This design comes from an exercise in tuning for small area, a short achievable clock period and few clock cycles on the open sky130 flow, not from production work.
Function was checked by simulation only, so behaviour that the tests miss may differ from the original.
Power is estimated from default activity; no workload was simulated.

==> trial 22: inputs <==
==> flow/design.v (excerpt) <==
module qrb44_core (
    input             clk,
    input             rst,
    input             bus_en,
    input             bus_we,
    input      [7:0]  bus_addr,
    input      [31:0] bus_wdata,
    output reg [31:0] bus_rdata
);
Settings: LEC_CHECK=0, ABC_CLOCK_PERIOD_IN_PS=25000, CAP_MARGIN=20, CORE_MARGIN=2, CORE_UTILIZATION=30, SETUP_SLACK_MARGIN=1.0, SLEW_MARGIN=20; clock period 30.0 ns.
standard.sh (not shown) runs the stock make flow with config.mk's settings and CLKGATE_MAP_FILE= SYNTH_SCRIPT=/design/flow/synth_recipe.tcl, a recipe that flattens the netlist after the stock synthesis.
==> flow/flow/run.sh <==
#!/bin/bash
# The standard layout (the standard.sh, standard synthesis unchanged), with
# two optimisation settings changed:
#  - the port buffers are buf_4 cells instead of the default choice.
# Each ORFS step keeps its own log under orfs/logs; this script's own output
# goes to flow_run.log.
set -euo pipefail
bash standard.sh SETUP_SLACK_MARGIN=15 \
    "BUFFER_PORTS_ARGS=-buffer_cell sky130_fd_sc_hd__buf_4" finish > flow_run.log 2>&1
==> build 73 (differences from trial 22) <==
--- a/flow/design.v
+++ b/flow/design.v
@@ -1633,17 +1633,18 @@
     reg  [5:0] dg0, dg1, dg2;
     reg [16:0] tx;         
     reg [15:0] q0r;        
     reg [15:0] dv_x;       
     reg  [6:0] cv;         
     reg  [3:0]  ib_h;
     wire [7:0]  ib_b0 = ibuf[{ib_h, 1'b0}];
     wire [7:0]  ib_b1 = ibuf[{ib_h, 1'b1}];
-    wire [13:0] dv_t1 = rstep(c_a, rem, dv_x[15:8]);
+    wire [5:0]  dv_r  = (hw == top) ? 6'd0 : rem;
+    wire [13:0] dv_t1 = rstep(c_a, is_enc ? 6'd0 : dv_r, dv_x[15:8]);
     wire [13:0] dv_t0 = rstep(c_a, dv_t1[5:0], dv_x[7:0]);
     wire [15:0] dv_q  = {dv_t1[13:6], dv_t0[13:6]};
     wire [5:0]  dv_m  = dv_t0[5:0];
     reg  [15:0] ex_bits;
     integer k;
     always @* begin
         for (k = 0; k < 16; k = k + 1)
             ex_bits[k] = dv_x[k] && ({hw, k[3:0]} >= nbits[6:0]) && !nbits[7];
@@ -1826,17 +1827,16 @@
                         w_cnt = 2'd1;
                         w_pos = opos;
                         w_d0  = {2'b00, dg0};
                     end
                     n_dg0   = dv_m;
                     n_pend  = 1'b1;
                     n_opos  = fpass ? {1'b0, ndig} - 6'd1 : opos - 6'd1;
                     n_fpass = 1'b0;
-                    n_rem   = 6'd0;
                     n_top   = (top == 3'd0) ? 3'd0 : ntop;
                     n_hw    = n_top;
                     n_dvx   = (n_top == 3'd0) ? dv_q : ob_hw(n_top);
                     if (fpass && (flag || (|ex_bits))) begin
                         s_fault = 1'b1; s_fc = FC_EXCESS;
                     end else if (n_opos == 6'd0)
                         n_fin = 1'b1;
                 end
==> flow/run.sh (new file) <==
#!/bin/bash
# synth_recipe.tcl (not shown) runs the flow's synth.tcl, then flattens the netlist and writes it again
# the make line also repeats each setting of config.mk as NAME=value (left out here)
make -C /OpenROAD-flow-scripts/flow DESIGN_CONFIG=/design/flow/config.mk WORK_HOME=/design/flow/orfs CLKGATE_MAP_FILE= SYNTH_SCRIPT=/design/flow/synth_recipe.tcl finish
removed: flow/flow/run.sh
removed: flow/standard.sh
==> summary of the runs <==
- Of trial 22 and build 73, build 73 has the higher power (gap about 12%, measured against build 73).
- Between build 73 and trial 22, the lower register-to-register slack is in build 73 (gap 1900 ps).
- Of trial 22 and build 73, build 73 has the higher die area (gap 1.9%, measured against build 73).
- Of build 73 and trial 22, build 73 has the higher cell count (gap about 3%, measured against trial 22).
- Against trial 22, the first-iteration DRC count of build 73 is larger by 5.9%.
- In flip-flop and latch count, trial 22 and build 73 do not differ.
- Against trial 22, the global-route usage of build 73 is higher by 0.65 points.
- Trial 22 passed the timing, design-rule and antenna checks. Build 73 ran to the end with no violations.
- Of build 73 and trial 22, trial 22 has the higher clock-buffer cell count (gap 14).
- Against build 73, the area after synthesis of trial 22 is lower by about 2%.
Testbench counts of build 73, summed over its fixed seeds: cycles 25,932.

-- static timing again, ports no longer ideal --
In the flow no input, the clock included, has a driving cell. The finished layouts below were timed again as built, in two steps. Step 1 assumes that a clkbuf_16 drives the clock port and a buf_2 every other input. Step 2 times the ports against the registers' clock, not the clock port: input delays grow and output delays shrink by t, the midpoint of the rising clock arrivals with the driver on. Slacks: ideal / step 1 / step 2; pairs: ideal / step 1.
run | t (ns) | setup WS [ns] | slew at the worst register clock pin (ns) | cell pins on the clock port's net
trial 22 | 0.811 | 14.922 / 14.668 / 14.668 | 0.08 / 0.08 | 1
build 73 | 0.800 | 13.480 / 13.443 / 13.443 | 0.07 / 0.07 | 1
After both steps every run listed still meets setup and hold. For trial 22, which loses most, drivers alone change the setup slack by -0.254 ns; drivers and shift together by -0.254 ns.
